This design comes from an exercise in tuning for small area, a short achievable clock period and few clock cycles per item on the open sky130 flow, not from production work.
Function not checked in this run: the RTL went through the layout flow alone.
Power figures rest on the tool's default switching activity, not on a simulated workload.

==> flow/design.v <==
module bdgr_enc (
    input  wire        clk,
    input  wire        rst,
    input  wire        start,
    input  wire [15:0] width,
    input  wire [15:0] height,
    input  wire        pred_med,
    output wire        busy,
    input  wire        in_valid,
    input  wire [7:0]  in_pix,
    input  wire [7:0]  in_up,
    output wire        in_ready,
    output wire        out_valid,
    output wire [63:0] out_word,
    output wire        out_last,
    input  wire        out_ready
);
    localparam integer ACW    = 88;            
    localparam [6:0]   HOLD_T = ACW - 20;      
    reg        busy_r, in_ready_r, out_valid_r, out_last_r;
    reg        med_r;
    reg [15:0] w_r;
    reg [15:0] xc;            
    reg [15:0] yc;            
    reg        first_col, first_row;
    reg        pix_done;      
    reg        v0;            
    reg [7:0]  pix0, up0;     
    reg [7:0]  d0;            
    reg [2:0]  k_r;           
    reg        vR;            
    reg [3:0]  qoffR;         
    reg [3:0]  keffR;         
    reg [7:0]  dataR;         
    reg [6:0]  spos;          
    reg [ACW-1:0] acc;
    assign busy      = busy_r;
    assign in_ready  = in_ready_r;
    assign out_valid = out_valid_r;
    assign out_last  = out_last_r;
    assign out_word  = acc[63:0];
    wire accept = in_valid & in_ready_r;
    wire fire   = out_valid_r & out_ready;
    wire [7:0] na_in = first_col ? 8'd0 : pix0;
    wire [7:0] nb_in = first_row ? 8'd0 : in_up;
    wire [7:0] nc_in = (first_col | first_row) ? 8'd0 : up0;
    wire [7:0] pmin_in = (first_col & (med_r | first_row)) ? 8'd0 : pix0;   
    wire c_ge_in  = (nc_in >= na_in);
    wire use_c_in = c_ge_in ^ (nb_in <= nc_in);    
    wire use_b_in = c_ge_in ~^ (nb_in <= na_in);   
    wire [7:0] dA_in = in_pix - pmin_in;            
    wire [7:0] dB_in = in_pix - nb_in;              
    wire [7:0] e_in  = nc_in - na_in;               
    wire [7:0] nbn   = ~nb_in;
    wire [7:0] cs_s  = in_pix ^ nbn ^ e_in;
    wire [7:0] cs_c  = (in_pix & nbn) | (in_pix & e_in) | (nbn & e_in);
    wire [7:0] dC_in = cs_s + {cs_c[6:0], 1'b1};     
    wire [7:0] d_in  = (med_r & use_c_in) ? dC_in : (med_r & use_b_in) ? dB_in : dA_in;
    wire [7:0] r    = {d0[6:0], 1'b0} ^ {8{d0[7]}};
    wire [7:0] q    = r >> k_r;
    wire       esc  = (q >= 8'd11);
    wire [7:0] mask = ~(8'hff << k_r);
    wire [3:0] qoff = esc ? 4'd11 : q[3:0];
    wire [3:0] keff = esc ? 4'd8 : {1'b0, k_r};
    wire [7:0] data = esc ? r : (r & mask);
    reg [2:0] k_next;
    always @(*) begin
        if      (r <= 8'd1)   k_next = 3'd0;
        else if (r <= 8'd4)   k_next = 3'd1;
        else if (r <= 8'd8)   k_next = 3'd2;
        else if (r <= 8'd16)  k_next = 3'd3;
        else if (r <= 8'd32)  k_next = 3'd4;
        else if (r <= 8'd64)  k_next = 3'd5;
        else if (r <= 8'd128) k_next = 3'd6;
        else                  k_next = 3'd7;
    end
    wire hold = vR & (spos > HOLD_T);
    wire advR = vR & ~hold;
    wire [6:0] spos_add = advR ? spos + {3'd0, qoffR} + {3'd0, keffR} + 7'd1 : spos;
    wire [6:0] spos_next = {spos_add[6] & ~fire, spos_add[5:0]};
    wire [6:0] pos       = spos + {3'd0, qoffR};
    localparam integer NBY = ACW / 8;
    wire [15:0]    fld = {7'd0, dataR, 1'b1} << pos[2:0];
    wire [NBY-1:0] bsel = advR ? ({{(NBY-1){1'b0}}, 1'b1} << pos[6:3]) : {NBY{1'b0}};
    wire [ACW-1:0] ins;
    genvar gb;
    generate
        for (gb = 0; gb < NBY; gb = gb + 1) begin : g_ins
            if (gb == 0) begin : g_lo
                assign ins[7:0] = fld[7:0] & {8{bsel[0]}};
            end else begin : g_hi
                assign ins[8*gb +: 8] = (fld[7:0] & {8{bsel[gb]}}) | (fld[15:8] & {8{bsel[gb-1]}});
            end
        end
    endgenerate
    wire [ACW-1:0] acc_or = acc | ins;
    wire [ACW-1:0] acc_next = fire ? {64'd0, acc_or[ACW-1:64]} : acc_or;
    wire last_col = (xc == 16'd1);
    wire last_row = (yc == 16'd1);
    wire busy_next     = busy_r & ~(fire & out_last_r);
    wire pix_done_next = pix_done | (accept & last_col & last_row);
    wire alldone_next  = pix_done & ~v0 & ~hold;    
    wire [6:0] epos_next = spos_next;
    reg init;
    always @(posedge clk) begin
        if (rst) begin
            busy_r      <= 1'b0;
            init        <= 1'b0;
            in_ready_r  <= 1'b0;
            out_valid_r <= 1'b0;
            out_last_r  <= 1'b0;
        end else if (!busy_r) begin
            busy_r      <= start;
            init        <= start;
            in_ready_r  <= 1'b0;
            out_valid_r <= 1'b0;
        end else if (init) begin
            init        <= 1'b0;
            in_ready_r  <= 1'b1;
        end else begin
            busy_r      <= busy_next;
            in_ready_r  <= busy_next & ~pix_done_next & (spos_next <= HOLD_T);
            out_valid_r <= busy_next & (epos_next[6] | (alldone_next & (epos_next != 7'd0)));
            out_last_r  <= alldone_next & (epos_next <= 7'd64);
        end
    end
    always @(posedge clk) begin
        if (!busy_r) begin
            med_r <= pred_med;
            w_r   <= width;
            yc    <= height;
        end else if (accept & last_col) begin
            yc    <= yc - 16'd1;
        end
        if (init) begin
            xc        <= w_r;
            first_col <= 1'b1;
            first_row <= 1'b1;
            pix_done  <= 1'b0;
        end else if (accept) begin
            first_col <= last_col;
            pix_done  <= last_col & last_row;
            if (last_col) begin
                xc <= w_r;
                first_row <= 1'b0;
            end else begin
                xc <= xc - 16'd1;
            end
        end
    end
    always @(posedge clk) begin
        v0 <= ~rst & (hold ? v0 : accept);
        if (accept) begin
            pix0   <= in_pix;
            up0    <= in_up;
            d0     <= d_in;
        end
    end
    always @(posedge clk) begin
        if (init)
            k_r <= 3'd7;
        else if (v0 & ~hold)
            k_r <= k_next;
        vR <= ~rst & (hold ? vR : v0);
        if (!hold) begin
            keffR <= keff;
            qoffR <= qoff;
            dataR <= data;
        end
        spos  <= init ? 7'd32 : spos_next;
        acc   <= init ? {{(ACW-32){1'b0}}, yc, w_r} : acc_next;
    end
endmodule
==> flow/flow/run.sh <==
#!/bin/bash
set -euo pipefail
export BUFFER_PORTS_ARGS="-buffer_cell sky130_fd_sc_hd__buf_1"
export SETUP_SLACK_MARGIN=7.4
bash standard.sh > standard_make.log 2>&1
==> flow/standard.sh <==
#!/bin/bash
# synth_recipe.tcl (not shown) runs the flow's synth.tcl, then flattens the netlist and writes it again
# the make line also repeats each setting of config.mk as NAME=value (left out here)
make -C /OpenROAD-flow-scripts/flow DESIGN_CONFIG=/design/flow/config.mk WORK_HOME=/design/flow/orfs CLKGATE_MAP_FILE= SYNTH_SCRIPT=/design/flow/synth_recipe.tcl "${@:-finish}"
==> flow/config.mk <==
export PLATFORM = sky130hd
export DESIGN_NAME = bdgr_enc
export DESIGN_NICKNAME = bdgr_enc
export VERILOG_FILES = /design/flow/design.v
export SDC_FILE = /design/flow/constraint.sdc
export NUM_CORES = 4
export LEC_CHECK = 0
export CAP_MARGIN = 20
export CORE_MARGIN = 2
export CORE_UTILIZATION = 40
export SLEW_MARGIN = 20
==> flow/constraint.sdc <==
create_clock -name core_clock -period 11.0 [get_ports {clk}]
set_input_delay 2.2000 -clock core_clock [delete_from_list [all_inputs] [get_ports {clk}]]
set_output_delay 2.2000 -clock core_clock [all_outputs]
set_load 0.01 [all_outputs]
==> notes.md <==
==> cells by family (layout without fill, tap and decap cells) <==
family | after synthesis | in the layout
and+or+nand+nor | 382 | 382
AOI/OAI and AO/OA | 330 | 330
buffers and inverters | 199 | 243
DFF | 197 | 197
xor gates and xnor gates | 72 | 72
adders and majority gates | 61 | 61
muxes | 43 | 43
==> synth_stat cells (all sizes together) (38+ instances only) <==
library cell and count:
ha 48, edfxtp 89, a221oi 38, xnor2 51, nor2 148, o21ai 47
clkbuf 45, inv 62, dfxtp 108, buf 91, nand2 99, a21oi 129
==> metal layers <==
metal	share of wire [%]	up-vias	wire length [um]	track usage [%]
met5	0	-	0	0
met2	45	262	14000	30.9
met4	1.2	0	376	4.20
met3	5.7	26	1780	3.96
li1	-	4586	-	-
met1	48	4479	14900	28.1
==> flip-flops by register name, summed over array words and instances, names as in the netlist, 8 cells and up <==
name	count
acc	88
w_r	16
xc	16
yc	16
d0	8
dataR	8
pix0	8
up0	8
==> power groups by stage <==
| stage | clock, uW | combinational (uW) | sequential (uW) |
|---|---|---|---|
| floorplan | 0 | 701 | 914 |
| global placement | 0 | 878 | 954 |
| detailed placement | 0 | 886 | 956 |
| CTS | 660 | 915 | 940 |
| global route | 684 | 1030 | 950 |
| finish | 648 | 943 | 941 |
==> path summary, 6_finish.rpt <==
check	end	cells past startpoint
max	d0[6]	20
max reg2reg	d0[6]	20
min	acc[76]	2
min reg2reg	acc[76]	2
==> final cells by class <==
cell class / count / area [sq um] / share of cell area [%]
multi-input combinational: 888 / 6270 / 47.7
sequential: 197 / 4840 / 36.8
timing repair buffer: 148 / 711 / 5.40
tap: 390 / 488 / 3.71
clock buffer: 18 / 450 / 3.42
inverter: 63 / 244 / 1.86
clock inverter: 14 / 155 / 1.18
==> worst max-delay path, stage by stage <==
cell	delay (ns)
buf_6	0.09
nor2b_4	0.13
ha_4	0.30
and3_4	0.17
a221o_1	0.17
a21oi_2	0.07
or3b_4	0.40
mux2i_4	0.23
buf_6	0.15
buf_12	0.11
nor2_4	0.04
a21oi_4	0.14
ha_4	0.23
nor2b_1	0.13
o21ai_1	0.17
nand2b_1	0.11
a21o_1	0.20
a21oi_2	0.15
xor2_1	0.18
mux2i_1	0.10
==> layout by cell type, fill, tap and decap left out, types with 15 or more instances in the layout <==
master and instances:
dfxtp_1 107, xor2_1 18, mux2i_1 25, nand2_1 96, xnor2_1 51, buf_4 21
ha_1 42, a21o_1 18, a211oi_1 16, a21oi_1 122, a221oi_1 28, edfxtp_1 89
o21ai_0 34, buf_1 118, nor3_1 22, nor2_1 143, mux2_2 15, inv_1 58
clkbuf_16 18
==> metrics by stage <==
step | util, % | cell area [sq um] | hold WS (ns)
detailed placement | 41.3 | 12200 | 0.443
CTS | 44.0 | 13000 | 0.460
finish | 44.6 | 13200 | 0.457
global route | 44.6 | 13200 | 0.479
floorplan | - | 12000 | 0.424
global placement | 41.3 | 12200 | 0.434
==> timing repair <==
action                                  4_1_cts  5_1_grt
buffers inserted                             11        8
pin swaps                                    22       26
endpoints found under the setup margin       14       26
hold buffers                                  0        0
resized for setup                            23       25
==> impl_metrics.yaml <==
power:
  ir_drop_uv: 108
  intPower_uw: 1550
  power_density_mw_per_mm2: 192
  power_uw: 2530
  p_clk_share_pct: 25.6
  swShare_pct: 38.7
  p_sw_uw: 979
  power_leakage_uw: 0.00507
  power_frac_seq_pct: 37.2
  p_comb_share_pct: 37.3
timing:
  setup_slack_ns: 5.68
  slew_viol_final: 0
  period_share_pct: 48.3
  hold_viol: 0
  skew_ns: 0.0130
  max_slew.worst_pin.slew_ns: 0.927
  fin_setup_tns_ns: 0
  fmax_mhz: 188
  setup_viol: 0
  rsz0062_at_grt: "true"
  slew_headroom_pct: 38.2
  fin_crit_ns: 5.32
yosys:
  synthSimpleGateAreaFrac_pct: 15.2
  synth_edf_count: 89
  synth-seq-cells: 197
  synth_top_family_by_area: "compound AO/OA/AOI/OAI gates"
  synth_area_leader_cell: "edfxtp_1"
  synthXorXnorAreaFrac_pct: 5.45
  netlist_instances: 1284
  synthAdderAreaFrac_pct: 7.14
  synth-main-ff-cell: "dfxtp_1"
  async_flop_share_pct: 0
  synthMuxAreaShare_pct: 4.01
  yosys-top-cells-area: "edfxtp_1 (22%), dfxtp_1 (18%), a21oi_1 (5.4%), ha_1 (5.0%), nor2_1 (4.6%)"
  ys_types: 84
  yosys_warnings: 1
  synth_top_area_share_pct: 22.4
  ys_seq_area_share_pct: 40.6
  synth_nets: 1398
  syn_area_sq_mm: 0.0119
  syn_avg_cell_area_sq_um: 9.27
  synth-compound-area-share_pct: 18.9
worst_setup_path:
  critPathArrivalTime_ns: 5.49
  worstSetupEndpointType: "flop"
  critPathLaunch: "in_up[1]"
  path_class: "primary input to flop"
  cp_max_fo: 7
  r2r-start: "first_row"
  crit_required_ns: 11.18
  r2r_slack_ns: 5.94
  start_kind: "primary input"
die:
  die_h_um: 177
  core_sq_mm: 0.0295
  num_rows: 63
  die_x_um: 177
  initial_core_util_pct: 40.4
  die_area_sq_mm: 0.0312
  boundaryPins: 122
routing:
  dr.pass1.iters: 5
  wire_per_inst_um: 18.1
  vias: 9353
  drt-total-wl_mm: 31.1
  vias_per_cell: 5.44
  drt_iter0_drc: 681
  antenna_left: 0
  drc: 0
global_routing:
  grt_pass1_wl_mm: 47.9
  grt_usage_pct: 19.7
  grt_max_degree: 84
  grt-ovfl-total: 0
  first_global_vias: 8614
  antenna_found_initial: 0
finish:
  fillers: 2857
  post_route_cells_drive_above_1_share_pct: 11.8
  synthToLayoutAreaGrowth_pct: 10.4
  n_antenna_cell: 0
  final_cells: 1718
  nets: 1429
worst_hold_path:
  min-delay-start: "acc[76]"
  min_path_type: "flop to flop"
placed_design:
  place_ws_ns: 5.07
  gp_congestion: 0.879
  io_buffers: 121
  dpl.cell_count: 1667
  dp_hpwl_mm: 22.6
run_status:
  status: "no timing/DRC/antenna violations"
clock_tree:
  cts_buffer_depth: 2
  clk_pin_slew_ns: 0.08
  cts_made_buffers: 17
  cts.sinks: 197
  tritoncts: "yes"
  cts-root-buf: "clkbuf_16"
  ctsHtreeMaxLevel: 4
  clock_latency_ns: 0.44
flow_run:
  cap_violations: 0

==> static timing again, ports no longer ideal <==
The flow's constraints put no driver on any port. The routed layout listed below was extracted and timed again, unchanged, in two steps.
Step 1 sets driving cells, clkbuf_16 on the clock port and buf_2 on the other inputs (assumed; they add their load-dependent delay and slew).
Step 2, shift: input delay + t, output delay - t, t = (earliest + latest rising clock arrival at the registers) / 2. This alone moves slack from input paths to output paths.
Three values: ideal ports, drivers, drivers and shift; two values: the first two.
t, ns: 0.489
setup slack, ns: 5.683 / 5.700 / 5.211
hold slack, ns: 0.457 / 0.457 / 0.457
clock arrival spread, ns: 0.014 / 0.014
worst register clock-pin slew, ns: 0.08 / 0.08
After both steps this run still meets setup and hold. The setup slack of this run moves by +0.017 ns with the drivers and by -0.472 ns with both steps.
